What follows belongs to an exercise in optimizing a design on an open flow for small area, a short achievable clock period and few clock cycles; a production flow would make more cautious choices. No functional check of the RTL was part of any run shown here. Power is estimated from default activity; no workload was simulated.

===== flow/design.v =====
module bfx_core (
    input  wire         clk,
    input  wire         rst,
    input  wire         cmd_valid,
    output wire         cmd_ready,
    input  wire [127:0] cmd_hdr,
    input  wire         pay_valid,
    output wire         pay_ready,
    input  wire [7:0]   pay_data,
    output wire         rsp_valid,
    input  wire         rsp_ready,
    output wire [7:0]   rsp_status,
    output wire [31:0]  rsp_value,
    output wire [31:0]  rsp_rlen,
    output wire         res_valid,
    input  wire         res_ready,
    output wire [7:0]   res_data
);
    localparam [7:0] OP_WRAP        = 8'h01, OP_ALLOCATE     = 8'h02,
                     OP_REMAINING   = 8'h03, OP_FLIP         = 8'h04,
                     OP_GET_BITS    = 8'h10, OP_GET_BITS_AT  = 8'h11,
                     OP_GET_BYTES   = 8'h12, OP_GET_BYTES_AT = 8'h13,
                     OP_PUT_BITS    = 8'h20, OP_PUT_BITS_AT  = 8'h21,
                     OP_PUT_BYTES   = 8'h22, OP_PUT_BYTES_AT = 8'h23,
                     OP_PUT_INT     = 8'h24, OP_PUT_SHORT    = 8'h25,
                     OP_ARRAY       = 8'h30, OP_USED_ARRAY   = 8'h31,
                     OP_PICK_MIDDLE = 8'h40, OP_PICK_LEFT    = 8'h41,
                     OP_PICK_RIGHT  = 8'h42, OP_RIGHT_MASK   = 8'h43,
                     OP_LEFT_MASK   = 8'h44;
    localparam [2:0] ST_OK = 3'd0, ST_INVALID_ARG = 3'd1, ST_OUT_OF_RANGE = 3'd2,
                     ST_ILLEGAL = 3'd3, ST_NO_BUFFER = 3'd4, ST_CAPACITY = 3'd5;
    reg         valid;
    reg [5:0]   len;           
    reg [2:0]   cap3;          
    reg [2:0]   pad;           
    reg [8:0]   pos;           
    reg [255:0] store;
    reg         cmd_rdy;       
    reg         rsp_v;
    reg [2:0]   r_status;
    reg [8:0]   r_value;
    reg [5:0]   r_rlen;
    reg         res_v;
    reg [7:0]   res_d;
    reg [5:0]   res_left;      
    reg         pay_rdy;
    reg [31:0]  creg;          
    reg [8:0]   bl;            
    reg [8:0]   ptr;           
    reg         c1;            
    reg         ok_r;          
    reg [8:0]   n_r;           
    reg         k_wrap, k_alloc, k_flip, k_seq, k_getat, k_at_bytes,
                k_arr, k_used, k_pay;
    wire [5:0]  k    = ptr[8:3];
    wire [2:0]  b    = ptr[2:0];
    wire [3:0]  m_o  = ptr[7:4];                     
    wire [4:0]  m_e  = ptr[8:4] + {4'd0, ptr[3]};    
    wire [7:0]  eb [0:15];
    wire [7:0]  ob [0:15];
    genvar g;
    generate
        for (g = 0; g < 16; g = g + 1) begin : g_eo
            assign eb[g] = store[255 - 16*g -: 8];
            assign ob[g] = store[247 - 16*g -: 8];
        end
    endgenerate
    wire [7:0]  ev   = eb[m_e[3:0]];
    wire [7:0]  ov   = ob[m_o];
    wire [15:0] win  = k[0] ? {ov, ev} : {ev, ov};
    wire [15:0] wsh  = win << b;
    wire [7:0]  w8   = wsh[15:8];                    
    wire [3:0]  chunk = (bl[8:3] != 6'd0) ? 4'd8 : {1'b0, bl[2:0]};
    wire [7:0]  tmask = ~(8'hFF >> chunk);
    wire [7:0]  sral  = creg[7:0] << (4'd8 - chunk);    
    wire [7:0]  src8  = k_pay ? pay_data : sral;
    wire [15:0] d16   = {src8 & tmask, 8'h00} >> b;
    wire [15:0] m16   = {tmask, 8'h00} >> b;
    wire [15:0] mrg   = (win & ~m16) | d16;
    wire        pay_fire = pay_valid && pay_rdy;
    wire        wact     = ok_r && (bl != 9'd0);
    wire        wen      = wact && (!k_pay || pay_fire);
    wire        clr      = c1 && ok_r && k_alloc;
    wire [7:0]  we_v     = clr ? 8'h00 : (k[0] ? mrg[7:0]  : mrg[15:8]);
    wire [7:0]  wo_v     = clr ? 8'h00 : (k[0] ? mrg[15:8] : mrg[7:0]);
    wire [8:0]  bl_nx    = bl - {5'd0, chunk};
    wire [3:0]  chunk_nx = (bl_nx[8:3] != 6'd0) ? 4'd8 : {1'b0, bl_nx[2:0]};
    wire        mv      = c1 && ok_r && k_seq;
    wire [8:0]  pos_add = pos + n_r;
    wire [8:0]  pos_new = (c1 && ok_r && (k_wrap || k_alloc || k_flip)) ? 9'd0 :
                          mv ? pos_add : pos;
    wire [7:0]  op  = cmd_hdr[127:120];
    wire [23:0] rsv = cmd_hdr[119:96];
    wire [31:0] A   = cmd_hdr[95:64];
    wire [31:0] B   = cmd_hdr[63:32];
    wire [31:0] C   = cmd_hdr[31:0];
    wire rsv_z = (rsv == 24'd0);
    wire a_z   = (A == 32'd0);
    wire b_z   = (B == 32'd0);
    wire c_z   = (C == 32'd0);
    wire c8_z  = (C[31:8] == 24'd0);
    wire c16_z = (C[31:16] == 16'd0);
    wire is_wrap   = (op == OP_WRAP);
    wire is_alloc  = (op == OP_ALLOCATE);
    wire is_flip   = (op == OP_FLIP);
    wire is_gbits  = (op == OP_GET_BITS);
    wire is_gbyt   = (op == OP_GET_BYTES);
    wire is_gbitsa = (op == OP_GET_BITS_AT);
    wire is_gbyta  = (op == OP_GET_BYTES_AT);
    wire is_pbits  = (op == OP_PUT_BITS);
    wire is_pbitsa = (op == OP_PUT_BITS_AT);
    wire is_pbyt   = (op == OP_PUT_BYTES);
    wire is_pbyta  = (op == OP_PUT_BYTES_AT);
    wire is_pint   = (op == OP_PUT_INT);
    wire is_pshort = (op == OP_PUT_SHORT);
    wire is_arr    = (op == OP_ARRAY);
    wire is_used   = (op == OP_USED_ARRAY);
    wire is_getat  = is_gbitsa || is_gbyta;
    wire is_putat  = is_pbitsa || is_pbyta;
    wire is_pay    = is_wrap || is_pbyt || is_pbyta;
    wire is_sput   = is_pbits || is_pbitsa || is_pint || is_pshort;
    reg legal;
    always @(*) begin
        case (op)
            OP_WRAP:                         legal = a_z && b_z;
            OP_ALLOCATE:                     legal = b_z && c_z;
            OP_REMAINING, OP_FLIP,
            OP_ARRAY, OP_USED_ARRAY:         legal = a_z && b_z && c_z;
            OP_GET_BITS, OP_GET_BYTES:       legal = b_z && c_z;
            OP_GET_BITS_AT, OP_GET_BYTES_AT: legal = c_z;
            OP_PUT_BITS:                     legal = b_z && c8_z;
            OP_PUT_BITS_AT:                  legal = c8_z;
            OP_PUT_BYTES:                    legal = b_z;
            OP_PUT_BYTES_AT:                 legal = 1'b1;
            OP_PUT_INT:                      legal = b_z;
            OP_PUT_SHORT:                    legal = b_z && c16_z;
            OP_PICK_MIDDLE:                  legal = c8_z;
            OP_PICK_LEFT, OP_PICK_RIGHT:     legal = b_z && c8_z;
            OP_RIGHT_MASK, OP_LEFT_MASK:     legal = b_z && c_z;
            default:                         legal = 1'b0;
        endcase
        legal = legal && rsv_z;
    end
    wire needs_buf = !(is_wrap || is_alloc || op[7:4] == 4'h4);
    wire [8:0]  a9      = A[8:0];
    wire        a_neg   = A[31];
    wire        a_small = (A[31:9] == 23'd0);            
    wire        a_le8   = (A[31:4] == 28'd0) && (A[3:0] <= 4'd8);
    wire        a_le16  = (A[31:5] == 27'd0) && (A[4:0] <= 5'd16);
    wire        a_le32  = (A[31:6] == 26'd0) && (A[5:0] <= 6'd32);
    wire        a_le256 = a_small && (a9 <= 9'd256);
    wire [8:0]  len8    = {len, 3'b000};
    wire [8:0]  len8p   = len8 - {6'd0, pad};
    wire [8:0]  rem     = len8p - pos;
    wire        rem_lt  = !(a_small && (a9 <= rem));
    wire [10:0] st_sum  = {2'b00, len8}  - {3'b000, B[7:0]} - {2'b00, a9};
    wire [10:0] ab_sum  = {2'b00, len8p} - {3'b000, B[7:0]} - {2'b00, a9};
    wire        in_stor = (B[31:8] == 24'd0) && (B[7:3] < len) && !st_sum[10];
    wire        abs_ok  = !ab_sum[10];
    wire        gt_dlen = ({3'b000, A} > {C, 3'b000});
    wire        c_gt32  = (C[31:6] != 26'd0) || (C[5:0] > 6'd32);
    wire        pm_ok   = (B[31:4] == 28'd0) && (B[3:0] <= 4'd8) &&
                          (A[31:4] == 28'd0) && (A[3:0] <= B[3:0]);
    reg [2:0] status;
    always @(*) begin
        status = ST_OK;
        if (!legal)
            status = ST_ILLEGAL;
        else if (needs_buf && !valid)
            status = ST_NO_BUFFER;
        else begin
            case (op)
                OP_WRAP:
                    if (c_z)                          status = ST_INVALID_ARG;
                    else if (c_gt32)                  status = ST_CAPACITY;
                OP_ALLOCATE:
                    if (a_neg || a_z)                 status = ST_INVALID_ARG;
                    else if (!a_le256)                status = ST_CAPACITY;
                OP_GET_BITS, OP_PUT_BITS:
                    if (!a_le8)                       status = ST_INVALID_ARG;
                    else if (rem_lt)                  status = ST_OUT_OF_RANGE;
                OP_GET_BITS_AT:
                    if (!a_le8)                       status = ST_INVALID_ARG;
                    else if (rem_lt || !in_stor)      status = ST_OUT_OF_RANGE;
                OP_GET_BYTES:
                    if (a_neg)                        status = ST_INVALID_ARG;
                    else if (rem_lt)                  status = ST_OUT_OF_RANGE;
                OP_GET_BYTES_AT:
                    if (a_neg)                        status = ST_INVALID_ARG;
                    else if (rem_lt || !in_stor)      status = ST_OUT_OF_RANGE;
                OP_PUT_BITS_AT:
                    if (!a_le8)                       status = ST_INVALID_ARG;
                    else if (rem_lt || !in_stor || !abs_ok)
                                                      status = ST_OUT_OF_RANGE;
                OP_PUT_BYTES:
                    if (a_neg || gt_dlen)             status = ST_INVALID_ARG;
                    else if (rem_lt)                  status = ST_OUT_OF_RANGE;
                OP_PUT_BYTES_AT:
                    if (a_neg || gt_dlen)             status = ST_INVALID_ARG;
                    else if (rem_lt || !in_stor || !abs_ok)
                                                      status = ST_OUT_OF_RANGE;
                OP_PUT_INT:
                    if (!a_le32)                      status = ST_INVALID_ARG;
                    else if (rem_lt)                  status = ST_OUT_OF_RANGE;
                OP_PUT_SHORT:
                    if (!a_le16)                      status = ST_INVALID_ARG;
                    else if (rem_lt)                  status = ST_OUT_OF_RANGE;
                OP_PICK_MIDDLE:
                    if (!pm_ok)                       status = ST_INVALID_ARG;
                OP_PICK_LEFT, OP_PICK_RIGHT, OP_RIGHT_MASK, OP_LEFT_MASK:
                    if (!a_le8)                       status = ST_INVALID_ARG;
                default: ;
            endcase
        end
    end
    wire ok = (status == ST_OK);
    wire [3:0] n4       = A[3:0];
    wire [7:0] data8    = C[7:0];
    wire [3:0] pm_width = B[3:0] - n4;
    wire [7:0] low_ones = ~(8'hFF << n4);
    wire [3:0] first_r  = (a9[2:0] == 3'd0) ? 4'd8 : {1'b0, a9[2:0]};
    wire [3:0] nr_r     = k_at_bytes ? ((n_r[2:0] == 3'd0) ? 4'd8 : {1'b0, n_r[2:0]})
                                     : n_r[3:0];
    wire [3:0] sh_n     = cmd_rdy ? (is_gbyt ? first_r : n4) : nr_r;
    wire [7:0] rd_n     = w8 >> (4'd8 - sh_n);
    reg [8:0] value;
    always @(*) begin
        case (op)
            OP_REMAINING:   value = rem;
            OP_GET_BITS:    value = {1'b0, rd_n};
            OP_PICK_MIDDLE: value = {1'b0, (data8 << n4) >> (4'd8 - pm_width)};
            OP_PICK_LEFT:   value = {1'b0, data8 >> (4'd8 - n4)};
            OP_PICK_RIGHT:  value = {1'b0, data8 & low_ones};
            OP_RIGHT_MASK:  value = {1'b0, low_ones};
            OP_LEFT_MASK:   value = {1'b0, 8'hFF << (4'd8 - n4)};
            default:        value = 9'd0;
        endcase
    end
    wire [5:0] n_bytes  = a9[8:3] + {5'd0, a9[2:0] != 3'd0};    
    wire [5:0] used_len = pos[8:3] + {5'd0, pos[2:0] != 3'd0};
    reg [5:0] rlen;
    always @(*) begin
        case (op)
            OP_GET_BYTES, OP_GET_BYTES_AT: rlen = n_bytes;
            OP_ARRAY:                      rlen = len;
            OP_USED_ARRAY:                 rlen = used_len;
            default:                       rlen = 6'd0;
        endcase
    end
    function [7:0] top_mask(input [2:0] m);
        top_mask = (m == 3'd0) ? 8'hFF : ~(8'hFF >> m);
    endfunction
    wire [7:0] s0       = store[255:248];
    wire [7:0] arr_mask = top_mask(cap3);
    wire [7:0] use_mask = top_mask(pos[2:0]);
    wire [7:0] lmask    = k_arr ? arr_mask : k_used ? use_mask : 8'hFF;
    wire [7:0] s0_arr   = s0 & ((len == 6'd1) ? arr_mask : 8'hFF);
    wire [7:0] s0_used  = s0 & ((used_len == 6'd1) ? use_mask : 8'hFF);
    wire [8:0] sput_off = (a9[8:3] != 6'd0 && a9 != 9'd8) ? a9 - 9'd8 : 9'd0;
    assign cmd_ready  = cmd_rdy;
    assign pay_ready  = pay_rdy;
    assign rsp_valid  = rsp_v;
    assign rsp_status = {5'd0, r_status};
    assign rsp_value  = {23'd0, r_value};
    assign rsp_rlen   = {26'd0, r_rlen};
    assign res_valid  = res_v;
    assign res_data   = res_d;
    wire hdr_fire = cmd_valid && cmd_rdy;
    wire rsp_fire = rsp_v && rsp_ready;
    wire res_fire = res_v && res_ready;
    reg        n_rsp_v, n_res_v, n_pay_rdy, n_wbusy;
    always @(*) begin
        n_rsp_v   = (rsp_v && !rsp_fire) || (c1 && k_getat);
        n_res_v   = (res_v && !(res_fire && res_left == 6'd1)) ||
                    (c1 && k_getat && k_at_bytes && ok_r && res_left != 6'd0);
        n_pay_rdy = pay_rdy && !(pay_fire && creg == 32'd1);
        n_wbusy   = ok_r && !k_pay && (wen ? bl_nx : bl) != 9'd0;
    end
    always @(posedge clk) begin
        if (rst) begin
            cmd_rdy <= 1'b1;
            rsp_v   <= 1'b0;
            res_v   <= 1'b0;
            pay_rdy <= 1'b0;
            ok_r    <= 1'b0;
            c1      <= 1'b0;
            valid   <= 1'b0;
        end else if (hdr_fire) begin
            cmd_rdy  <= 1'b0;
            c1       <= 1'b1;
            ok_r     <= ok;
            rsp_v    <= !is_getat;
            res_v    <= ok && (is_gbyt || is_arr || is_used) && (rlen != 6'd0);
            pay_rdy  <= is_pay && !c_z;
            r_status <= status;
            r_value  <= ok ? value : 9'd0;
            r_rlen   <= ok ? rlen : 6'd0;
            res_left <= rlen;
            creg     <= C;
            n_r      <= a9;
            bl       <= is_wrap ? {C[5:0], 3'b000} : (is_sput || is_pay) ? a9 : 9'd0;
            k_wrap   <= is_wrap;
            k_alloc  <= is_alloc;
            k_flip   <= is_flip;
            k_seq    <= is_gbits || is_gbyt || is_pbits || is_pbyt || is_pint || is_pshort;
            k_getat  <= is_getat;
            k_at_bytes <= is_gbyta;
            k_arr    <= is_arr;
            k_used   <= is_used;
            k_pay    <= is_pay;
            if (is_gbyt)
                res_d <= rd_n;
            else if (is_arr)
                res_d <= s0_arr;
            else
                res_d <= s0_used;
            if (is_wrap)
                ptr <= 9'd0;
            else if (is_getat || is_putat)
                ptr <= B[8:0];
            else if (is_gbyt)
                ptr <= pos + {5'd0, first_r};
            else if (is_arr || is_used)
                ptr <= 9'd8;
            else if (is_sput)
                ptr <= pos + sput_off;
        end else begin
            c1      <= 1'b0;
            cmd_rdy <= !(n_rsp_v || n_res_v || n_pay_rdy || n_wbusy);
            rsp_v   <= n_rsp_v;
            res_v   <= n_res_v;
            pay_rdy <= n_pay_rdy;
            pos <= pos_new;
            if (c1 && ok_r) begin
                if (k_wrap) begin
                    valid <= 1'b1;
                    len   <= creg[5:0];
                    cap3  <= 3'd0;
                    pad   <= 3'd0;
                end
                if (k_alloc) begin
                    valid <= 1'b1;
                    len   <= n_r[8:3] + {5'd0, n_r[2:0] != 3'd0};
                    cap3  <= n_r[2:0];
                    pad   <= 3'd0 - n_r[2:0];
                end
                if (k_flip && pos[2:0] != 3'd0)
                    pad <= 3'd0 - pos[2:0];
            end
            if (pay_fire)
                creg <= creg - 32'd1;
            if (wen) begin
                bl <= bl_nx;
                if (bl_nx == 9'd0)
                    ptr <= pos_new;
                else if (k_pay)
                    ptr <= ptr + {5'd0, chunk};
                else
                    ptr <= ptr - {5'd0, chunk_nx};
                if (!k_pay)
                    creg <= creg >> 8;
            end
            if (res_fire) begin
                res_left <= res_left - 6'd1;
                if (res_left == 6'd1)
                    ptr <= pos_new;
                else begin
                    res_d <= w8 & ((res_left == 6'd2) ? lmask : 8'hFF);
                    ptr   <= ptr + 9'd8;
                end
            end
            if (c1 && k_getat) begin
                if (!k_at_bytes)
                    r_value <= ok_r ? {1'b0, rd_n} : 9'd0;
                res_d <= rd_n;
            end
            if (c1) begin
                if (k_getat && k_at_bytes && ok_r && res_left != 6'd0)
                    ptr <= ptr + {5'd0, nr_r};
                else if (!wact && !res_v)
                    ptr <= pos_new;
            end
        end
    end
    integer i;
    always @(posedge clk) begin
        for (i = 0; i < 32; i = i + 1)
            if (clr || (wen && (k == i || k + 6'd1 == i)))
                store[255 - 8*i -: 8] <= (i % 2 == 0) ? we_v : wo_v;
    end
endmodule

===== flow/run.sh =====
#!/bin/bash
# synth_recipe.tcl (not shown) runs the flow's synth.tcl, then flattens the netlist and writes it again
# the make line also repeats each setting of config.mk as NAME=value (left out here)
make -C /OpenROAD-flow-scripts/flow DESIGN_CONFIG=/design/flow/config.mk WORK_HOME=/design/flow/orfs CLKGATE_MAP_FILE= SYNTH_SCRIPT=/design/flow/synth_recipe.tcl finish

===== flow/config.mk =====
export PLATFORM = sky130hd
export DESIGN_NAME = bfx_core
export DESIGN_NICKNAME = bfx_core
export VERILOG_FILES = /design/flow/design.v
export SDC_FILE = /design/flow/constraint.sdc
export NUM_CORES = 4
export LEC_CHECK = 0
export ABC_AREA = 1
export CAP_MARGIN = 20
export CORE_MARGIN = 2
export CORE_UTILIZATION = 40
export SETUP_SLACK_MARGIN = 5
export SLEW_MARGIN = 20

===== flow/constraint.sdc =====
create_clock -name core_clock -period 10.0 [get_ports {clk}]
set_input_delay 2.0000 -clock core_clock [delete_from_list [all_inputs] [get_ports {clk}]]
set_output_delay 2.0000 -clock core_clock [all_outputs]
set_load 0.01 [all_outputs]

==> reports/summary.md, run 1 <==
The run finished with no timing, DRC or antenna violations. The area of the die came out at 73200 sq um. The detailed-route wire length per cell was 21.5 microns; the count of nets after finishing was 4159. Among all flip-flop cells after synthesis, the most frequent one is sky130_fd_sc_hd__edfxtp_1. For the routed wire length on met3, the log shows 7300 microns.

Dominant cell type by count on the critical path: sky130_fd_sc_hd__nor2_1. In the routed design, unresolved DRC markers number 0. The initial core utilization is 0.405. sky130_fd_sc_hd__edfxtp_1 takes more of the synthesized area than any other cell. Setup repair after global routing could not meet its margin everywhere. For the boundary pin count, the log shows 226.

The first element of the critical path is cmd_hdr[64]. In this run the clock root is driven by a sky130_fd_sc_hd__clkbuf_16. The final cell utilization of the core is 0.479, and the async set-or-reset flop fraction in the synthesized netlist is 0.

The number of different library cells used by synthesis comes to 72. The number of vias per cell was 5.53. The die is 271 microns wide. The hold violation total from the final report was 0.

The count of state elements after synthesis works out to 384. For the worst setup path, the data required time is 10.35 ns. The via count of the routed design came out at 26600. Setup slack on the worst reg-to-reg path comes out at 4.82 ns.

The highest fanout seen on the critical path was 25; the core box area was 70100 sq um. The depth of the worst register-to-register path is 38, and the max-capacitance violation count is 0. Before antenna repair, the detailed router went through 7 iterations. Deepest level of the CTS H-tree: 2.

Routed signal wires occupy layers up through met4. From synthesis to final layout, the design area changed by 18.2%. The critical path in this run is classified as in2reg. For the clock skew, the log shows 0.0229 ns.

By area the synthesized netlist is led by sky130_fd_sc_hd__edfxtp_1 (40%), sky130_fd_sc_hd__nand2_1 (9.8%), sky130_fd_sc_hd__ha_1 (7.2%), sky130_fd_sc_hd__nor2_1 (5.9%), sky130_fd_sc_hd__inv_1 (5.8%). The pin count of the biggest net entering global routing is 57. The area share of the largest cell type after synthesis was 0.398; the remaining global-route overflow was 0. Leaving out fill and tap cells, the most frequent cells in the layout are sky130_fd_sc_hd__nand2_1 (730), sky130_fd_sc_hd__nor2_1 (433), sky130_fd_sc_hd__inv_1 (426).

The synthesized netlist occupies a cell area of 28400 sq um. The number of port buffers works out to 171. The repair_antennas step left the layout with diodes totalling 0.

The cell with the largest stage delay on the worst path is sky130_fd_sc_hd__clkdlybuf4s50_1. Commonest non-fill, non-tap cell in the layout: sky130_fd_sc_hd__nand2_1. For the sequential cell area fraction in the yosys report, the log shows 0.403. The total buffers and inverters traversed by the critical path came out at 4. Endpoint type of the worst setup path: a register. The first global-routing pass estimated 155000 microns of wire. The logs give 104000 microns for the routed wire length and 2755 for the DRC violation total after the first TritonRoute iteration. The tools report the capture instance of the worst register-to-register path as ptr[6]$_DFFE_PP_. The critical path runs through a total of 24 cells. The min-delay analysis places its worst path in the category reg2reg. The signal arrival time at the worst endpoint is 5.54 ns, and the shortest clock period the worst path allows after layout is 5.18 ns. The number of warning messages in the yosys log is 1.

Source-to-sink clock delay at the later pin of the worst-skew pair: 0.60 ns. The floorplan has 97 rows. Portion of the clock cycle consumed by the worst path in the final layout: 0.518.

IR analysis of the VDD net gives a maximum drop of 0.108 mV. The number of sinks driven by the clock tree was 384; the maximum count of clock buffers along a single path was 3. Routability-driven placement finished with a final weighted congestion of 0.979.

Power spread over the standard cell area amounts to 150 nW/um^2. The number of antenna violations at the first check in global routing was 0; the placed wire-length estimate was 78000 microns. The count of nets left with antenna violations once routing finished came out at 0. The number of global-route vias before repair was 25400.

The worst reg2reg path startpoint was bl[5]$_DFFE_PN_. TritonCTS built the clock tree. The clock transition at the registers of the reported paths came out at 0.06 ns.

The most critical setup path has its endpoint at ptr[8]$_DFFE_PP_. The worst-case headroom to the max-slew limit was 0.274. Buffers inserted during clock tree synthesis total 45.

The die outline height was 271 microns. The upper clock frequency limit came out at 193 MHz. Traced cell by cell, the critical path runs through clkdlybuf4s50_1 > buf_12 > clkinv_4 > ha_1 > inv_1 > nor2_1 > nand2_1 > a21oi_4 > nor2_1 > ha_1 > fa_1 > nand3_1 > and2_1 > nor2_1 > nor2_1 > nor2_1 > nor2_1 > nor2_1 > nor2_1 > nor2_1 > o21ai_0 > nor3b_2 > o221ai_1 > nand2_1.

Total routing resource utilization after global routing: 0.275. Worst hold slack after final layout: 0.511 ns. The total negative setup slack is 0 ns. For the pin with the worst max-slew slack, the measured transition is 1.09 ns. In this run the static leakage power is 14.1 nW. Wire segments on met2 add up to 48500 microns in the final route.

The met1 wire length was 43500 microns. On the worst path, the slowest cell contributes a delay of 0.50 ns. For the max-slew violation count, the log shows 0.

Among cell families on the critical path, the largest total delay comes from simple AND/OR/NAND/NOR gates. The worst setup path is launched from an input port. The share of final-layout standard cells stronger than drive strength 1 was 0.0943; the mean post-synth cell area was 7.86 sq um. The number of enable flip-flop cells after synthesis is 377, and the final number of setup-violating endpoints is 0.

Synthesis produced a netlist whose cell count is 3614.
## where the power goes
group	total (mW)	leakage [nW]	switching (mW)	internal, mW
registers	1.95	3.51	0.0465	1.90
clock network	1.77	0.754	0.734	1.03
logic	1.31	9.81	0.905	0.403
total	5.02	14.1	1.69	3.34
## cells in the mapped netlist, types with 28 or more instances
| cell | n |
|---|---|
| sky130_fd_sc_hd__a21oi_1 | 148 |
| sky130_fd_sc_hd__inv_1 | 438 |
| sky130_fd_sc_hd__nand3_1 | 275 |
| sky130_fd_sc_hd__nor2_1 | 444 |
| sky130_fd_sc_hd__xor2_1 | 63 |
| sky130_fd_sc_hd__clkbuf_1 | 63 |
| sky130_fd_sc_hd__nand2_1 | 741 |
| sky130_fd_sc_hd__o21ai_0 | 246 |
| sky130_fd_sc_hd__ha_1 | 164 |
| sky130_fd_sc_hd__nand4_1 | 121 |
| sky130_fd_sc_hd__o22ai_1 | 28 |
| sky130_fd_sc_hd__xnor2_1 | 29 |
| sky130_fd_sc_hd__edfxtp_1 | 377 |
| sky130_fd_sc_hd__o211ai_1 | 43 |
| sky130_fd_sc_hd__nor3_1 | 47 |
| sky130_fd_sc_hd__buf_4 | 58 |
## kinds of logic (layout without fill, tap and decap cells)
logic type,count (synthesis),after routing,synth area share
simple gates,1739,1739,0.270
buf+inv,616,829,0.0922
compound gates,604,604,0.126
flops,384,384,0.403
fa+ha+maj,173,173,0.0786
xor+xnor,92,92,0.0284
mux,4,4,0.00141
other cells,2,56,0.000264
## sequential cells by signal, summed over array words and instances (netlist names), 3 cells and up
register  count
bl            9
cap3          3
n_r           9
pos           9
pad           3
r_status      3
r_rlen        6
r_value       9
creg         32
store       256
len           6
res_d         8
res_left      6
ptr           9
## tightest hold or removal path: cells and delay by family (launching register included)
family | cells | cell delay (ns)
buf+inv | 1 | 0.07
flops | 1 | 0.30
compound gates | 1 | 0.09
## timing repair
action / in CTS / in global routing
buffers inserted: 34 / 34
pin swaps: 23 / 40
hold buffers: 0 / 0
gates resized for setup: 82 / 81
endpoints found under the setup margin: 68 / 197
## per-stage QoR
stage | area (sq um) | setup WS (ns) | power, mW | instances
after floorplan | 28600 | 5.01 | 2.74 | 3668
after global placement | 31000 | 3.63 | 3.20 | 4668
after detailed placement | 31000 | 3.55 | 3.20 | 4669
after CTS | 33100 | 4.90 | 4.99 | 4787
after global routing | 33600 | 4.49 | 5.24 | 4821
final | 33600 | 4.82 | 5.02 | 4821
## layer usage
metal | track usage | vias up
met5 | 0 | -
met4 | 0.109 | 0
met3 | 0.0326 | 231
met2 | 0.456 | 1154
met1 | 0.367 | 12500
li1 | - | 12800
## how the worst min path moves through the flow
stage | startpoint | slack, ns | endpoint | cells past startpoint
after CTS | valid$_SDFFE_PP0P_ | 0.51 | valid$_SDFFE_PP0P_ | 2
after floorplan | valid$_SDFFE_PP0P_ | 0.46 | valid$_SDFFE_PP0P_ | 2
after global routing | valid$_SDFFE_PP0P_ | 0.56 | valid$_SDFFE_PP0P_ | 2
final | valid$_SDFFE_PP0P_ | 0.51 | valid$_SDFFE_PP0P_ | 2
after global placement | valid$_SDFFE_PP0P_ | 0.49 | valid$_SDFFE_PP0P_ | 2
after detailed placement | valid$_SDFFE_PP0P_ | 0.50 | valid$_SDFFE_PP0P_ | 2
## area by class of cell
cell class                 instances  area (sq um)
fill                            6980         36600
multi-input combinational       2668         15000
sequential                       384         11500
timing repair buffer             285          2610
inverter                         460          1770
tap                              940          1180
clock buffer                      54          1170
clock inverter                    30           408
==> inputs of run 2 (changes only) <==
--- a/flow/config.mk
+++ b/flow/config.mk
@@ -5,7 +5,6 @@
 export SDC_FILE = /design/flow/constraint.sdc
 export NUM_CORES = 4
 export LEC_CHECK = 0
-export ABC_AREA = 1
 export CAP_MARGIN = 20
 export CORE_MARGIN = 2
 export CORE_UTILIZATION = 40
==> run 2 against run 1 <==
Compared with the run above:
- synthesized area is 4.5% higher
- critical path type is now reg2reg
- sequential share of layout area is 2.2 points lower
- largest cell class unchanged
- register-to-register slack hardly changed
==> reports/summary.md, run 2 <==
The flow ran to the end and the layout has no timing, DRC or antenna violations. In this run, the number of DRC markers left after iteration 0 of detailed routing was 3258. The async set-or-reset flop fraction in the synthesized netlist works out to 0. Grouping stages by cell kind, the critical path spends the most delay in compound AO/OA/AOI/OAI gates.

The number of global-route vias before repair is 25700, and the netlist area before placement is 29700 sq um. After synthesis, the cell types taking the most area are sky130_fd_sc_hd__edfxtp_1 (38%), sky130_fd_sc_hd__ha_1 (6.9%), sky130_fd_sc_hd__o21ai_0 (3.7%), sky130_fd_sc_hd__a21oi_1 (3.3%), sky130_fd_sc_hd__nand2_1 (3.2%). Excluding fillers, the count of instances in the completed layout stands at 4381. For the pin with the worst max-slew slack, the measured transition is 1.14 ns.

Adding up every negative setup slack in the final design gives 0 ns. The number of warning messages in the yosys log was 1; the total routing resource utilization after global routing was 0.284. The detailed-route wire length per cell was 25.9 microns. Commonest non-fill, non-tap cell in the layout: sky130_fd_sc_hd__edfxtp_1.

Counting flops with a built-in enable in the synthesized netlist gives 377. The number of CTS-inserted buffers came out at 44. The global placement routability congestion is 0.972, and the clock transition at the registers of the reported paths is 0.06 ns. For the remaining number of nets flagged by the antenna check after routing, the log shows 0. The total buffers and inverters traversed by the critical path came out at 1. STA classifies the critical path endpoint as a register. Counting flops per register, the top entry is store. The clock reaches the later pin of the worst-skew pair after 0.61 ns. The H-tree was split into 2 levels.

The tool flagged a number of max-cap violations equal to 0. The hold violation total from the final report was 0; the gate count of the mapped netlist was 3202. The area share of the largest cell type after synthesis was 0.381. Summing internal, switching and leakage power gives 5.25 mW. TritonCTS built the clock tree. The longest clock path from root to sink contains 3 buffers.

Relative to the synthesized area, the layout overhead comes to 20.7%. The tools report the pin count of the biggest net entering global routing as 66. The count of nets after finishing was 3703. The number of different library cells used by synthesis comes to 111. The top cell types in the final layout, fill and taps aside, are sky130_fd_sc_hd__edfxtp_1 (377), sky130_fd_sc_hd__nand2_1 (249), sky130_fd_sc_hd__nor2_1 (240). In the final layout, the registers with the most flip-flops are store (256), creg (32). The cell that appears most often on the critical path is sky130_fd_sc_hd__a21oi_2. The die is 277 microns wide. The worst setup path is of the reg2reg kind. The tools report the placed wire-length estimate as 81300 microns.

The tools report the startpoint type of the worst setup path as a register. The leading cell type by number of instances after synthesis is sky130_fd_sc_hd__edfxtp_1. In this run the worst path has a maximum fanout of 4. The worst-case setup slack after placement was 3.30 ns. Setup repair after global routing could not meet its margin everywhere. The biggest area contributor in the post-synthesis netlist is sky130_fd_sc_hd__edfxtp_1. Buffers placed on the I/O ports in this run total 171. The number of sinks driven by the clock tree is 384, and the number of vias per cell is 6.26. The analysis attributes to cell leakage a power of 13.1 nW. The run gives 0 as the number of antenna violations at the first check in global routing. The tools report the worst-case headroom to the max-slew limit as 0.236. The maximum ir drop on the vdd rail came out at 0.111 mV.

The sequential cell area fraction in the yosys report is 0.386. Hold is met by 0.508 ns. Remaining global-route overflow: 0.

Ranked by instance count, the synthesized netlist is headed by sky130_fd_sc_hd__edfxtp_1 (377), sky130_fd_sc_hd__nand2_1 (257), sky130_fd_sc_hd__nor2_1 (251). The total of hold buffers inserted after clock tree synthesis was 0. The share of final-layout standard cells stronger than drive strength 1 came out at 0.162.

The flip-flop count of the largest register, all copies and words added was 256. The count of state elements after synthesis was 384; the final-layout fill cell count was 6883. Worst hold-check path type: reg2reg. The upper clock frequency limit was 193 MHz. The shortest clock period the worst path allows after layout is 5.17 ns. The most used flip-flop cell after synthesis is sky130_fd_sc_hd__edfxtp_1. The first-pass GRT wire length was 167000 microns; the largest stage delay on the critical path was 0.46 ns.

226 I/O pins were placed. Clock skew: 0.0460 ns. Initial core utilization: 0.406.

The portion of the clock cycle consumed by the worst path in the final layout works out to 0.517. For the count of TritonRoute iterations in the first routing pass, the log shows 8. Setup violations remaining at the end of the flow were counted as 0.

The slack of the critical path came out at 4.83 ns. The via count of the routed design is 27400, and the count of inserted antenna diode cells is 0. The core box area was 73200 sq um. The floorplan has 99 rows.

Averaged over all synthesized cells, the footprint is 9.28 sq um. The max-slew violation count was 0; the power per cell area was 146 nW/um^2. In the routed design, unresolved DRC markers number 0. The cell sitting at the root of the clock tree is a sky130_fd_sc_hd__clkbuf_16. Data arrives at the worst endpoint at 5.51 ns. The die covers 76500 sq um.

The logs give 10.34 ns for the critical path required time and 114000 microns for the routed wire length. The die is 277 microns tall. Among all stages on the critical path, the largest delay is contributed by sky130_fd_sc_hd__edfxtp_1. The number of placed instances, taps included, is 4202.
[run 2: cell types whose count changed after synthesis, sizes merged, moves of 52 or more]
| cell | previous run | this run |
|---|---|---|
| clkbuf | 63 | 133 |
| inv | 451 | 149 |
| mux2i | 4 | 73 |
| nand2 | 751 | 257 |
| nand3 | 291 | 82 |
| nand4 | 123 | 30 |
| nor2 | 457 | 255 |
| xnor2 | 29 | 81 |
[run 2: power by group]
part / internal (mW) / total [mW] / switching (mW)
clock: 0.977 / 1.69 / 0.712
combinational: 0.599 / 1.62 / 1.02
sequential: 1.89 / 1.94 / 0.0523
total: 3.46 / 5.25 / 1.79
[run 2: path summary, 6_finish.rpt]
| kind | start | to | slack, ns | cells after the start |
|---|---|---|---|---|
| max | bl[8]$_DFFE_PN_ | ptr[8]$_DFFE_PP_ | 4.83 | 27 |
| max reg2reg | bl[8]$_DFFE_PN_ | ptr[8]$_DFFE_PP_ | 4.83 | 27 |
| min | valid$_SDFFE_PP0P_ | valid$_SDFFE_PP0P_ | 0.51 | 1 |
| min reg2reg | valid$_SDFFE_PP0P_ | valid$_SDFFE_PP0P_ | 0.51 | 1 |
[run 2: cell type report]
cell class                 instances  area (sq um)  area share
clock buffer                      57          1190      0.0332
clock inverter                    23           285     0.00796
inverter                         152           618      0.0172
multi-input combinational       2455         17800       0.495
sequential                       384         11500       0.320
tap                              959          1200      0.0335
timing repair buffer             351          3330      0.0928
[run 2: timing repair]
action                                 4_1_cts  5_1_grt
setup endpoints to repair                  306      139
pin swaps                                   46       73
gates resized for setup                    217      145
gates cloned                                 2        2
endpoints found under the hold margin        0        0
setup buffers                               61       34
[run 2: metrics by stage]
stage,util,area [sq um]
floorplan,-,30100
global placement,0.441,32300
detailed placement,0.441,32300
CTS,0.478,35000
global route,0.490,35800
finish,0.490,35800
[run 2: kinds of logic after synthesis]
family | count (synthesis) | synth area share
flip-flops | 384 | 0.386
other | 2 | 0.000253
XOR/XNOR | 121 | 0.0357
AND/OR/NAND/NOR | 996 | 0.168
buffers and inverters | 417 | 0.0646
AO/OA/AOI/OAI | 1002 | 0.229
multiplexers | 107 | 0.0415
adder cells (fa/ha/maj) | 173 | 0.0752
[run 2: layer usage]
layer	wire, microns	track usage	vias to the layer above
met4	5310	0.109	0
met1	46000	0.377	13300
met2	53100	0.473	1404
met5	0	0	-
li1	-	-	12500
met3	9060	0.0352	296
==> inputs of run 3 (changes only) <==
--- a/flow/design.v
+++ b/flow/design.v
@@ -49,7 +49,7 @@
     reg [8:0]   ptr;           
     reg         c1;            
     reg         ok_r;          
-    reg [8:0]   n_r;           
+    reg         k_w;           
     reg         k_wrap, k_alloc, k_flip, k_seq, k_getat, k_at_bytes,
                 k_arr, k_used, k_pay;
     wire [5:0]  k    = ptr[8:3];
@@ -78,15 +78,22 @@
     wire [15:0] m16   = {tmask, 8'h00} >> b;
     wire [15:0] mrg   = (win & ~m16) | d16;
     wire        pay_fire = pay_valid && pay_rdy;
-    wire        wact     = ok_r && (bl != 9'd0);
+    wire        wact     = ok_r && k_w && (bl != 9'd0);
     wire        wen      = wact && (!k_pay || pay_fire);
     wire        clr      = c1 && ok_r && k_alloc;
     wire [7:0]  we_v     = clr ? 8'h00 : (k[0] ? mrg[7:0]  : mrg[15:8]);
     wire [7:0]  wo_v     = clr ? 8'h00 : (k[0] ? mrg[15:8] : mrg[7:0]);
-    wire [8:0]  bl_nx    = bl - {5'd0, chunk};
-    wire [3:0]  chunk_nx = (bl_nx[8:3] != 6'd0) ? 4'd8 : {1'b0, bl_nx[2:0]};
+    wire        bl_ge8   = (bl[8:3] != 6'd0);
+    wire        bl_ge16  = (bl[8:4] != 5'd0);
+    wire        bl_last  = !bl_ge8 || (bl[3] && !bl_ge16 && bl[2:0] == 3'd0);   
+    wire [8:0]  bl_nx    = bl_last ? 9'd0 : {bl[8:3] - 6'd1, bl[2:0]};
+    wire [3:0]  chunk_nx = bl_ge16 ? 4'd8 : {1'b0, bl[2:0]};
+    wire [3:0]  nr_at    = (bl[2:0] == 3'd0) ? 4'd8 : {1'b0, bl[2:0]};
+    wire [8:0]  p_delta  = wact ? (k_pay ? {5'd0, chunk} : -{5'd0, chunk_nx}) :
+                           (c1 && k_getat) ? {5'd0, nr_at} : 9'd8;
+    wire [8:0]  ptr_nx   = ptr + p_delta;
     wire        mv      = c1 && ok_r && k_seq;
-    wire [8:0]  pos_add = pos + n_r;
+    wire [8:0]  pos_add = pos + bl;
     wire [8:0]  pos_new = (c1 && ok_r && (k_wrap || k_alloc || k_flip)) ? 9'd0 :
                           mv ? pos_add : pos;
     wire [7:0]  op  = cmd_hdr[127:120];
@@ -219,8 +226,8 @@
     wire [3:0] pm_width = B[3:0] - n4;
     wire [7:0] low_ones = ~(8'hFF << n4);
     wire [3:0] first_r  = (a9[2:0] == 3'd0) ? 4'd8 : {1'b0, a9[2:0]};
-    wire [3:0] nr_r     = k_at_bytes ? ((n_r[2:0] == 3'd0) ? 4'd8 : {1'b0, n_r[2:0]})
-                                     : n_r[3:0];
+    wire [3:0] nr_r     = k_at_bytes ? ((bl[2:0] == 3'd0) ? 4'd8 : {1'b0, bl[2:0]})
+                                     : bl[3:0];
     wire [3:0] sh_n     = cmd_rdy ? (is_gbyt ? first_r : n4) : nr_r;
     wire [7:0] rd_n     = w8 >> (4'd8 - sh_n);
     reg [8:0] value;
@@ -256,7 +263,10 @@
     wire [7:0] lmask    = k_arr ? arr_mask : k_used ? use_mask : 8'hFF;
     wire [7:0] s0_arr   = s0 & ((len == 6'd1) ? arr_mask : 8'hFF);
     wire [7:0] s0_used  = s0 & ((used_len == 6'd1) ? use_mask : 8'hFF);
-    wire [8:0] sput_off = (a9[8:3] != 6'd0 && a9 != 9'd8) ? a9 - 9'd8 : 9'd0;
+    wire       a_gt8    = (a9[8:3] != 6'd0) && (a9 != 9'd8);
+    wire [8:0] pos_m8   = pos - 9'd8;
+    wire [8:0] h_base   = (is_sput && a_gt8) ? pos_m8 : pos;
+    wire [8:0] h_off    = is_gbyt ? {5'd0, first_r} : (is_sput && a_gt8) ? a9 : 9'd0;
     assign cmd_ready  = cmd_rdy;
     assign pay_ready  = pay_rdy;
     assign rsp_valid  = rsp_v;
@@ -274,7 +284,7 @@
         n_res_v   = (res_v && !(res_fire && res_left == 6'd1)) ||
                     (c1 && k_getat && k_at_bytes && ok_r && res_left != 6'd0);
         n_pay_rdy = pay_rdy && !(pay_fire && creg == 32'd1);
-        n_wbusy   = ok_r && !k_pay && (wen ? bl_nx : bl) != 9'd0;
+        n_wbusy   = wact && !k_pay && !bl_last;
     end
     always @(posedge clk) begin
         if (rst) begin
@@ -297,8 +307,8 @@
             r_rlen   <= ok ? rlen : 6'd0;
             res_left <= rlen;
             creg     <= C;
-            n_r      <= a9;
-            bl       <= is_wrap ? {C[5:0], 3'b000} : (is_sput || is_pay) ? a9 : 9'd0;
+            bl       <= is_wrap ? {C[5:0], 3'b000} : a9;
+            k_w      <= is_sput || is_pay;
             k_wrap   <= is_wrap;
             k_alloc  <= is_alloc;
             k_flip   <= is_flip;
@@ -318,12 +328,10 @@
                 ptr <= 9'd0;
             else if (is_getat || is_putat)
                 ptr <= B[8:0];
-            else if (is_gbyt)
-                ptr <= pos + {5'd0, first_r};
             else if (is_arr || is_used)
                 ptr <= 9'd8;
-            else if (is_sput)
-                ptr <= pos + sput_off;
+            else if (is_gbyt || is_sput)
+                ptr <= h_base + h_off;
         end else begin
             c1      <= 1'b0;
             cmd_rdy <= !(n_rsp_v || n_res_v || n_pay_rdy || n_wbusy);
@@ -340,9 +348,9 @@
                 end
                 if (k_alloc) begin
                     valid <= 1'b1;
-                    len   <= n_r[8:3] + {5'd0, n_r[2:0] != 3'd0};
-                    cap3  <= n_r[2:0];
-                    pad   <= 3'd0 - n_r[2:0];
+                    len   <= bl[8:3] + {5'd0, bl[2:0] != 3'd0};
+                    cap3  <= bl[2:0];
+                    pad   <= 3'd0 - bl[2:0];
                 end
                 if (k_flip && pos[2:0] != 3'd0)
                     pad <= 3'd0 - pos[2:0];
@@ -351,12 +359,10 @@
                 creg <= creg - 32'd1;
             if (wen) begin
                 bl <= bl_nx;
-                if (bl_nx == 9'd0)
+                if (bl_last)
                     ptr <= pos_new;
-                else if (k_pay)
-                    ptr <= ptr + {5'd0, chunk};
                 else
-                    ptr <= ptr - {5'd0, chunk_nx};
+                    ptr <= ptr_nx;
                 if (!k_pay)
                     creg <= creg >> 8;
             end
@@ -366,7 +372,7 @@
                     ptr <= pos_new;
                 else begin
                     res_d <= w8 & ((res_left == 6'd2) ? lmask : 8'hFF);
-                    ptr   <= ptr + 9'd8;
+                    ptr   <= ptr_nx;
                 end
             end
             if (c1 && k_getat) begin
@@ -376,16 +382,18 @@
             end
             if (c1) begin
                 if (k_getat && k_at_bytes && ok_r && res_left != 6'd0)
-                    ptr <= ptr + {5'd0, nr_r};
+                    ptr <= ptr_nx;
                 else if (!wact && !res_v)
                     ptr <= pos_new;
             end
         end
     end
+    wire [31:0] k_oh  = 32'd1 << k[4:0];
+    wire [31:0] k_sel = (k[5] ? 32'd0 : (k_oh | {k_oh[30:0], 1'b0})) & {32{wen}};
     integer i;
     always @(posedge clk) begin
         for (i = 0; i < 32; i = i + 1)
-            if (clr || (wen && (k == i || k + 6'd1 == i)))
+            if (clr || k_sel[i])
                 store[255 - 8*i -: 8] <= (i % 2 == 0) ? we_v : wo_v;
     end
 endmodule
--- a/flow/config.mk
+++ b/flow/config.mk
@@ -5,6 +5,7 @@
 export SDC_FILE = /design/flow/constraint.sdc
 export NUM_CORES = 4
 export LEC_CHECK = 0
+export ABC_AREA = 1
 export CAP_MARGIN = 20
 export CORE_MARGIN = 2
 export CORE_UTILIZATION = 40
==> run 3 against run 2 <==
Compared with the run above:
- sequential power fell by 3%
- worst hold slack gained 0.068 ns
- clock power about the same
- clock skew down 0.019 ns
- first-iteration DRC count is 23% lower
- synthesized area is 7.4% lower
- worst setup slack better by 0.23 ns
- register-to-register slack improved by 0.47 ns
- cell count rose by 2.5%
- routed wire length down 17%
- cell area shrank 10%
- maximum frequency up 4.7%
==> reports/summary.md, run 3 <==
The flow ran to the end and the layout has no timing, DRC or antenna violations. Synthesis instantiated 81 different standard cells from the library. The share of final-layout standard cells stronger than drive strength 1 was 0.0942. Buffers inserted to repair hold after CTS numbered 0.

The routed wire length on met3 was 6740 microns. For this design the top-level I/O count stands at 226. Initial core utilization: 0.403. The endpoint type of the worst setup path is a register. The core box area was 68300 sq um; the total buffers and inverters traversed by the critical path was 5.

Compared with the post-synthesis result, the final layout area differs by 16.8%. The slew at the pin closest to its max-slew limit was 1.08 ns. Before antenna repair, the detailed router went through 5 iterations. Synthesis produced a netlist whose cell count is 3384. Once placement finished, the instance area stood at 30000 sq um. The first routing iteration left 2504 violations. The cell with the largest stage delay on the worst path is sky130_fd_sc_hd__ha_1. The smallest clock period supported by the final layout is computed as 4.94 ns. In the final layout, the registers with the most flip-flops are store (256), creg (32). The buffer type at the clock tree root was sky130_fd_sc_hd__clkbuf_16. The total routing resource utilization after global routing is 0.257, and the floorplan row count is 96.

The worst-case headroom to the max-slew limit is 0.272, and the die outline height is 266 microns. Yosys mapped a number of flops with a built-in enable equal to 369. Data on the critical path is required at its endpoint by 10.45 ns. For this run, the post-layout net count is 3878. The logs give 2 for the deepest level of the CTS H-tree and 3.30 ns for the worst-case setup slack after placement. Horizontal extent of the die: 266 microns. The largest single stage delay on the critical path is 0.35 ns. For this design the static power due to leakage is 13.5 nW. Setup violations remaining at the end of the flow were counted as 0.

Clock tree synthesis inserted a total of 44 buffers. The number of vias per cell was 5.57; the total negative setup slack was 0 ns. The worst hold path begins at k_wrap$_DFFE_PP_. Traced cell by cell, the critical path runs through buf_4 > clkinvlp_4 > ha_1 > a21oi_1 > inv_1 > nand3_1 > nand2_4 > buf_4 > xor2_1 > ha_1 > a21oi_1 > o21ai_2 > a21oi_1 > nor2_1 > o21ai_1 > nand2_1 > a21oi_1 > xor2_1 > xnor2_1 > nand2_1 > a21oi_1 > inv_1 > nand2_1. The die covers 70900 sq um. Synthesis inferred 376 register bits. Leaving out fill and tap cells, the most frequent cells in the layout are sky130_fd_sc_hd__nand2_1 (694), sky130_fd_sc_hd__inv_1 (374), sky130_fd_sc_hd__edfxtp_1 (369).

The sink of the worst hold path is valid$_SDFFE_PP0P_. Number of port buffers: 171. The commonest non-fill, non-tap cell in the layout was sky130_fd_sc_hd__nand2_1. The most common cell in the synthesized netlist is sky130_fd_sc_hd__nand2_1.

STA classifies the critical path startpoint as an input port. For this design the ratio of total power to cell area is 146 nW/um^2. Sorting the synthesized cells by area gives the leading types as sky130_fd_sc_hd__edfxtp_1 (40%), sky130_fd_sc_hd__nand2_1 (9.5%), sky130_fd_sc_hd__ha_1 (7.1%), sky130_fd_sc_hd__inv_1 (5.4%), sky130_fd_sc_hd__nand3_1 (4.9%).

The total non-filler cell area in the finished layout came out at 32100 sq um. Number of sinks driven by the clock tree: 376. In the final routing, the length of wire on met1 measures 39400 microns.

The prevailing post-synth register cell is sky130_fd_sc_hd__edfxtp_1. TritonCTS built the clock tree. Counting flops per register, the top entry is store. After synthesis, the mean cell area works out to 8.13 sq um.

Slack of the critical path: 5.06 ns. For flop-to-flop paths, the worst setup slack is 5.30 ns. The max-capacitance violation count was 0; the number of antenna violations at the first check in global routing was 1. The sequential cell area fraction in the yosys report was 0.408; the detailed-route wire length per cell was 20.9 microns.

After detailed routing, the number of remaining DRC violations is 0. The portion of the clock cycle consumed by the worst path in the final layout came out at 0.494. Setup repair after global routing could not meet its margin everywhere. The area share of the largest cell type after synthesis was 0.403; the post-synthesis share of cell area spent on xor and xnor gates was 0.0305. The max-slew violation count came out at 0.

At the end of routability-driven placement, the weighted congestion stood at 1.00. The portion of netlist area occupied by mux cells works out to 0.00109. The final route contains 25000 vias. The design draws 4.70 mW. The mapped netlist covers 27500 sq um. For the number of global-route vias before repair, the log shows 23500. The post-synthesis adder-cell area fraction is 0.0765, and the maximum ir drop on the vdd rail is 0.131 mV. Entering global routing, the biggest net connects 46 pins. The register with the most flip-flops in the layout has 256 of them. For the routed length on met2, the log shows 43900 microns. The remaining number of nets flagged by the antenna check after routing was 0.

Of all cell types, the one taking the most synthesized area is sky130_fd_sc_hd__edfxtp_1. The top routing layer in use was met4. First-pass GRT wire length: 139000 microns. Family with the most delay on the worst path: compound AO/OA/AOI/OAI gates. The upper clock frequency limit is 203 MHz, and the routed wire length is 93800 microns. The synthesized-area fraction occupied by and/or/nand/nor cells works out to 0.267.

Compound-cell area share of the yosys netlist: 0.126. The number of warning messages in the yosys log is 1. The repair_antennas step left the layout with diodes totalling 0.

Data arrives at the worst endpoint at 5.38 ns. The worst hold path stage count is 2. The commonest cells after synthesis are sky130_fd_sc_hd__nand2_1 (699), sky130_fd_sc_hd__inv_1 (393), sky130_fd_sc_hd__edfxtp_1 (369). Summed over all nets, the half-perimeter wirelength after detailed placement is 70800 microns.

Source-to-sink clock delay at the later pin of the worst-skew pair: 0.59 ns. The clock transition at the registers of the reported paths is 0.06 ns. In this run the worst hold path is classified as reg2reg.

The final cell utilization of the core is 0.470, and the highest fanout seen on the critical path is 19. The longest clock path from root to sink contains 3 buffers. The run gives 0.0268 ns as the clock skew.

The largest family of logic cells by synthesized area was simple AND/OR/NAND/NOR gates. The worst register-to-register path ends at store[130]$_DFFE_PP_. Counting cells, the worst reg-to-reg path comes to 24. The worst reg2reg path startpoint is bl[3]$_DFFE_PP_. The hold violation total from the final report is 0. For this run the aggregate overflow at the end of global routing stands at 0. Async set-or-reset flop fraction in the synthesized netlist: 0.

The critical path is of the in2reg type. By instance count, the cell type seen most on the critical path is sky130_fd_sc_hd__a21oi_1.
==> run 3: cell count changes in the layout (fill, tap and decap cells not counted), moves of 45 or more <==
| cell | before | now |
|---|---|---|
| sky130_fd_sc_hd__a21oi_1 | 175 | 120 |
| sky130_fd_sc_hd__buf_4 | 155 | 72 |
| sky130_fd_sc_hd__inv_1 | 130 | 374 |
| sky130_fd_sc_hd__mux2i_1 | 72 | 3 |
| sky130_fd_sc_hd__nand2_1 | 249 | 694 |
| sky130_fd_sc_hd__nand3_1 | 76 | 268 |
| sky130_fd_sc_hd__nand4_1 | 29 | 126 |
| sky130_fd_sc_hd__nor2_1 | 240 | 293 |
| sky130_fd_sc_hd__xnor2_1 | 73 | 28 |
==> run 3: metrics by stage <==
step | hold slack, ns | std cells
finish | 0.576 | 4490
global route | 0.605 | 4490
CTS | 0.554 | 4458
detailed placement | 0.543 | 4373
global placement | 0.524 | 4373
floorplan | 0.457 | 3437
==> run 3: power breakdown <==
group | total (mW) | internal, mW | switching [mW]
Combinational | 1.12 | 0.359 | 0.762
Clock | 1.70 | 1.02 | 0.684
Sequential | 1.88 | 1.84 | 0.0363
==> run 3: worst register-to-register path: stages, from the launching register on <==
cell	delay [ns]
sky130_fd_sc_hd__edfxtp_1	0.53
sky130_fd_sc_hd__inv_1	0.27
sky130_fd_sc_hd__ha_1	0.19
sky130_fd_sc_hd__nand2_1	0.08
sky130_fd_sc_hd__nor3_4	0.34
sky130_fd_sc_hd__inv_1	0.25
sky130_fd_sc_hd__nor2_1	0.20
sky130_fd_sc_hd__inv_1	0.08
sky130_fd_sc_hd__ha_1	0.22
sky130_fd_sc_hd__ha_1	0.37
sky130_fd_sc_hd__inv_1	0.12
sky130_fd_sc_hd__o21ai_0	0.08
sky130_fd_sc_hd__o21ai_0	0.22
sky130_fd_sc_hd__nand2_1	0.11
sky130_fd_sc_hd__nand2_1	0.11
sky130_fd_sc_hd__nand2_1	0.05
sky130_fd_sc_hd__o21ai_1	0.15
sky130_fd_sc_hd__nand2_1	0.07
sky130_fd_sc_hd__o21ai_0	0.14
sky130_fd_sc_hd__nor2_1	0.10
sky130_fd_sc_hd__nor3_2	0.20
sky130_fd_sc_hd__nand2_1	0.08
sky130_fd_sc_hd__nand3_1	0.14
sky130_fd_sc_hd__clkinvlp_4	0.17
sky130_fd_sc_hd__buf_12	0.17
==> run 3: area by class of cell <==
| class | instances | area, sq um |
|---|---|---|
| Clock buffer | 54 | 1200 |
| Timing Repair Buffer | 250 | 2400 |
| Tap cell | 882 | 1100 |
| Clock inverter | 28 | 327 |
| Inverter | 422 | 1660 |
| Fill cell | 6743 | 36200 |
| Multi-Input combinational cell | 2478 | 14200 |
| Sequential cell | 376 | 11200 |
==> run 3: logic make-up (layout without fill, tap and decap cells) <==
logic type,count (synthesis),in the layout
simple gates,1582,1582
buf+inv,583,754
compound gates,580,580
flops,376,376
fa+ha+maj,164,164
xor+xnor,95,95
mux,3,3
other cells,1,54
==> run 3: how the worst max path moves through the flow <==
stage | startpoint | end | slack, ns | cells after the start
after floorplan | cmd_hdr[64] | ptr[8]$_DFFE_PP_ | 5.02 | 25
after global placement | cmd_hdr[64] | ptr[8]$_DFFE_PP_ | 3.38 | 25
after detailed placement | cmd_hdr[64] | ptr[8]$_DFFE_PP_ | 3.30 | 25
after CTS | cmd_hdr[65] | ptr[8]$_DFFE_PP_ | 4.74 | 25
after global routing | cmd_hdr[64] | ptr[8]$_DFFE_PP_ | 4.76 | 25
final | cmd_hdr[64] | ptr[8]$_DFFE_PP_ | 5.06 | 23
==> run 3: per-layer routing <==
metal / GRT usage / vias to the layer above
met1: 0.337 / 11800
met5: 0 / -
met4: 0.0952 / 0
li1: - / 12000
met3: 0.0366 / 192
met2: 0.429 / 1026
==> run 3: what timing repair did <==
item,4_1_cts,5_1_grt
endpoints found under the setup margin,223,254
setup buffers,3,32
pin swaps,2,36
gates resized for setup,44,87
==> inputs of run 4 (changes only) <==
--- a/flow/config.mk
+++ b/flow/config.mk
@@ -8,6 +8,6 @@
 export ABC_AREA = 1
 export CAP_MARGIN = 20
 export CORE_MARGIN = 2
-export CORE_UTILIZATION = 40
+export CORE_UTILIZATION = 60
 export SETUP_SLACK_MARGIN = 5
 export SLEW_MARGIN = 20
==> run 4 against run 3 <==
Compared with the run above:
- critical path depth up 2
- synthesized cell count unchanged
- synthesized area unchanged
- cell area down 1.6%
- maximum frequency down 2.0%
- largest cell class unchanged
- largest power group unchanged
- highest routed layer unchanged
==> reports/summary.md, run 4 <==
Entering global routing, the biggest net connects 46 pins. The run gives 8 as the count of TritonRoute iterations in the first routing pass. Summed over all failing endpoints, the final setup total negative slack is 0 ns. The top cell types in the final layout, fill and taps aside, are sky130_fd_sc_hd__nand2_1 (693), sky130_fd_sc_hd__inv_1 (375), sky130_fd_sc_hd__edfxtp_1 (369). The repair_antennas step left the layout with diodes totalling 0. The netlist area before placement was 27500 sq um; the maximum ir drop on the vdd rail was 0.154 mV. Biggest area consumer among synthesized cells: sky130_fd_sc_hd__edfxtp_1. Counting flops per register, the top entry is store. CTS built an H-tree with a depth of 2. The area share of the largest cell type after synthesis came out at 0.403. The run gives 31600 sq um as the total non-filler cell area in the finished layout. The tightest min-delay check is of the reg2reg type. The design draws 4.56 mW. Data arrives at the worst endpoint at 5.36 ns.

The number of sinks driven by the clock tree was 376. The congestion estimate from routability-driven global placement came to 1.04. The count of state elements after synthesis came out at 376. TritonCTS built the clock tree. The die covers 47600 sq um.

The core box area is 45300 sq um. Count of different cell masters after synthesis: 81. The tree is rooted in a sky130_fd_sc_hd__clkbuf_16. Summed over all layers, the global routing overflow is 0.

The die outline height came out at 218 microns. The tools report the sequential cell area in the final layout as 11200 sq um. Summing all multi-input logic gate instances after layout gives 14300 sq um. In this run, post-CTS hold repair placed 0 buffers. In the final layout, the registers with the most flip-flops are store (256), creg (32). For the worst-case headroom to the max-slew limit, the log shows 0.250. Summed over all layers, the routed wires come to 98500 microns.

After detailed routing, the number of remaining DRC violations is 0. Detailed-route wire length per cell: 23.4 microns. The tools report the number of antenna violations at the first check in global routing as 0. The startpoint type of the worst setup path was an input port. The hold violation total from the final report came out at 0. Met1 capacity usage during global routing: 0.482. The async set-or-reset flop fraction in the synthesized netlist came out at 0.

For the gate count of the mapped netlist, the log shows 3384. For this run, the slowest stage of the critical path takes 0.49 ns. The share of final-layout standard cells stronger than drive strength 1 is 0.0949, and the number of CTS-inserted buffers is 41. The run gives 0.0289 ns as the clock skew. The critical path is of the in2reg type. The upper clock frequency limit is 198 MHz, and the number of vias per cell is 6.34. The global-route track usage on met2 is 0.691, and the max-capacitance violation count is 0. Summing all placed instances gives a cell area of 29700 sq um.

The flow ran to the end and the layout has no timing, DRC or antenna violations. The worst hold slack after final layout came out at 0.586 ns. The number of enable flip-flop cells after synthesis is 369, and the portion of the clock cycle consumed by the worst path in the final layout is 0.504.

The tools report the first-pass GRT wire length as 147000 microns. The final-layout fill cell count was 3559. For the pin with the worst max-slew slack, the measured transition is 1.12 ns. In this run the worst path has a maximum fanout of 4. The source-to-sink clock delay at the later pin of the worst-skew pair was 0.58 ns. The tools report the number of warning messages in the yosys log as 1. The commonest non-fill, non-tap cell in the layout was sky130_fd_sc_hd__nand2_1. The run gives 25500 as the number of global-route vias before repair.

The dominant cell type by count on the critical path is sky130_fd_sc_hd__nand2_1. The sequential cell area fraction in the yosys report is 0.408, and the power per cell area is 144 nW/um^2. The global-route layer with the greatest usage was met2. In the post-synthesis netlist, the cell with the most instances is sky130_fd_sc_hd__nand2_1. The die is 218 microns wide. Across all layers, the routed design uses 26700 vias. The detail route stage leaves a number of antenna-violating nets equal to 0. By count the netlist is led by sky130_fd_sc_hd__nand2_1 (699), sky130_fd_sc_hd__inv_1 (393), sky130_fd_sc_hd__edfxtp_1 (369).

The count of nets after finishing is 3879, and the maximum count of clock buffers along a single path is 3. The register with the most flip-flops in the layout has 256 of them. Met3 global-route usage: 0.0596. The most used flip-flop cell after synthesis is sky130_fd_sc_hd__edfxtp_1. The tools report the endpoint type of the worst setup path as a register. Clock transition at the registers of the reported paths: 0.06 ns. After synthesis, the cell types taking the most area are sky130_fd_sc_hd__edfxtp_1 (40%), sky130_fd_sc_hd__nand2_1 (9.5%), sky130_fd_sc_hd__ha_1 (7.1%), sky130_fd_sc_hd__inv_1 (5.4%), sky130_fd_sc_hd__nand3_1 (4.9%). The area added between synthesis and finish is 15.0%, and the placed wire-length estimate is 73600 microns. Setup repair after global routing could not meet its margin everywhere. The max-slew violation count was 0; the number of port buffers was 171.

The run gives 3402 as the DRC violation total after the first TritonRoute iteration. The final number of setup-violating endpoints is 0. The initialized floorplan defines 78 standard-cell rows.

Data on the critical path is required at its endpoint by 10.32 ns. After synthesis, the mean cell area works out to 8.13 sq um. The cell with the largest stage delay on the worst path was sky130_fd_sc_hd__clkdlybuf4s50_1.

The total routing resource utilization after global routing is 0.407. After layout, the minimum clock period comes to 5.04 ns. The leakage power of the design was 13.3 nW.

In this run the count of I/O pins placed on the die edge is 226. Initial core utilization: 0.608.
## run 4: cell count changes in the layout (fill, tap and decap cells not counted), moves of 4 or more
cell / previous run / this run
sky130_fd_sc_hd__dlygate4sd2_1: 0 / 6
sky130_fd_sc_hd__buf_4: 72 / 77
sky130_fd_sc_hd__dlymetal6s2s_1: 17 / 6
sky130_fd_sc_hd__clkbuf_16: 46 / 42
sky130_fd_sc_hd__clkdlybuf4s50_1: 146 / 153
sky130_fd_sc_hd__o21ai_0: 203 / 210
sky130_fd_sc_hd__clkinv_1: 16 / 11
sky130_fd_sc_hd__clkbuf_2: 5 / 1
sky130_fd_sc_hd__o21ai_1: 36 / 30
sky130_fd_sc_hd__inv_2: 18 / 22
## run 4: cell families (layout without fill, tap and decap cells)
logic type	count (synthesis)	count (layout)	share of synthesized area
multiplexers	3	3	0.00109
other	1	54	0.000136
flip-flops	376	376	0.408
buffers and inverters	583	748	0.0914
XOR/XNOR	95	95	0.0305
AND/OR/NAND/NOR	1582	1582	0.267
adder cells (fa/ha/maj)	164	164	0.0765
AO/OA/AOI/OAI	580	580	0.126
## run 4: metal layers
| metal | vias to the layer above | wire, microns | share of wire |
|---|---|---|---|
| met5 | - | 0 | 0 |
| met4 | 0 | 7720 | 0.078 |
| met3 | 435 | 9050 | 0.092 |
| met2 | 1858 | 47000 | 0.48 |
| met1 | 12400 | 34700 | 0.35 |
| li1 | 12000 | - | - |
## run 4: path summary, 6_finish.rpt
path | start | end | slack [ns] | depth (start not counted)
max reg2reg | pad[0]$_DFFE_PP_ | r_value[0]$_DFFE_PP_ | 5.09 | 23
min | valid$_SDFFE_PP0P_ | valid$_SDFFE_PP0P_ | 0.59 | 2
max | cmd_hdr[64] | ptr[8]$_DFFE_PP_ | 4.96 | 25
min reg2reg | valid$_SDFFE_PP0P_ | valid$_SDFFE_PP0P_ | 0.59 | 2
## run 4: repair_timing
| action | 4_1_cts | 5_1_grt |
|---|---|---|
| resized for setup | 55 | 69 |
| endpoints found under the setup margin | 251 | 259 |
| pin swaps | 8 | 23 |
| buffers inserted | 13 | 18 |
## run 4: power by group
part / total [mW] / leakage (nW) / switching, mW / internal [mW]
Sequential: 1.88 / 3.44 / 0.0361 / 1.84
Clock: 1.53 / 0.644 / 0.660 / 0.874
Combinational: 1.14 / 9.23 / 0.795 / 0.350
## run 4: cell type report
class | instances | share of cell area
sequential | 376 | 0.355
clock buffer | 53 | 0.0355
inverter | 422 | 0.0523
tap | 600 | 0.0237
timing repair buffer | 254 | 0.0759
clock inverter | 19 | 0.00629
multi-input combinational | 2478 | 0.452
## run 4: stage by stage
stage,cells,util,worst slack [ns]
final,4202,0.699,4.96
after global placement,4099,0.655,3.72
after floorplan,3437,-,5.02
after global routing,4202,0.699,4.73
after CTS,4184,0.690,4.93
after detailed placement,4099,0.655,3.69
## run 4: critical path: cells and delay by family
family	cells	cell delay [ns]
buffers and inverters	7	0.99
XOR/XNOR	2	0.27
AND/OR/NAND/NOR	7	0.61
AO/OA/AOI/OAI	5	0.51
adder cells (fa/ha/maj)	4	0.98

[static timing again, ports no longer ideal]
The flow's constraints put no driver on any port. The routed layouts listed below were extracted and timed again, unchanged, in two steps.
Step 1: set_driving_cell puts a clkbuf_16 on clk and a buf_2 on each other input, an assumption about the parent block.
Step 2 moves the port delays by t, midway between the first and last clock arrival at a register: inputs arrive t later, outputs are due t later. That takes back most of the time a late clock gives input paths.
a / b / c = ideal ports / drivers / drivers and shift; a / b = the first two.
| run | shift t [ns] | setup slack, ns | worst register clock-pin slew, ns | worst data-port slew with drivers (ns) |
|---|---|---|---|---|
| run 1 | 0.656 | 4.815 / 4.823 / 4.194 | 0.07 / 0.07 | 0.05 |
| run 2 | 0.653 | 4.829 / 4.829 / 4.336 | 0.07 / 0.07 | 0.05 |
| run 3 | 0.641 | 5.062 / 5.102 / 4.460 | 0.07 / 0.07 | 0.06 |
| run 4 | 0.631 | 4.960 / 4.992 / 4.362 | 0.07 / 0.07 | 0.05 |
After both steps every run listed still meets setup and hold. For run 1, which loses most, drivers alone change the setup slack by +0.008 ns; drivers and shift together by -0.621 ns.
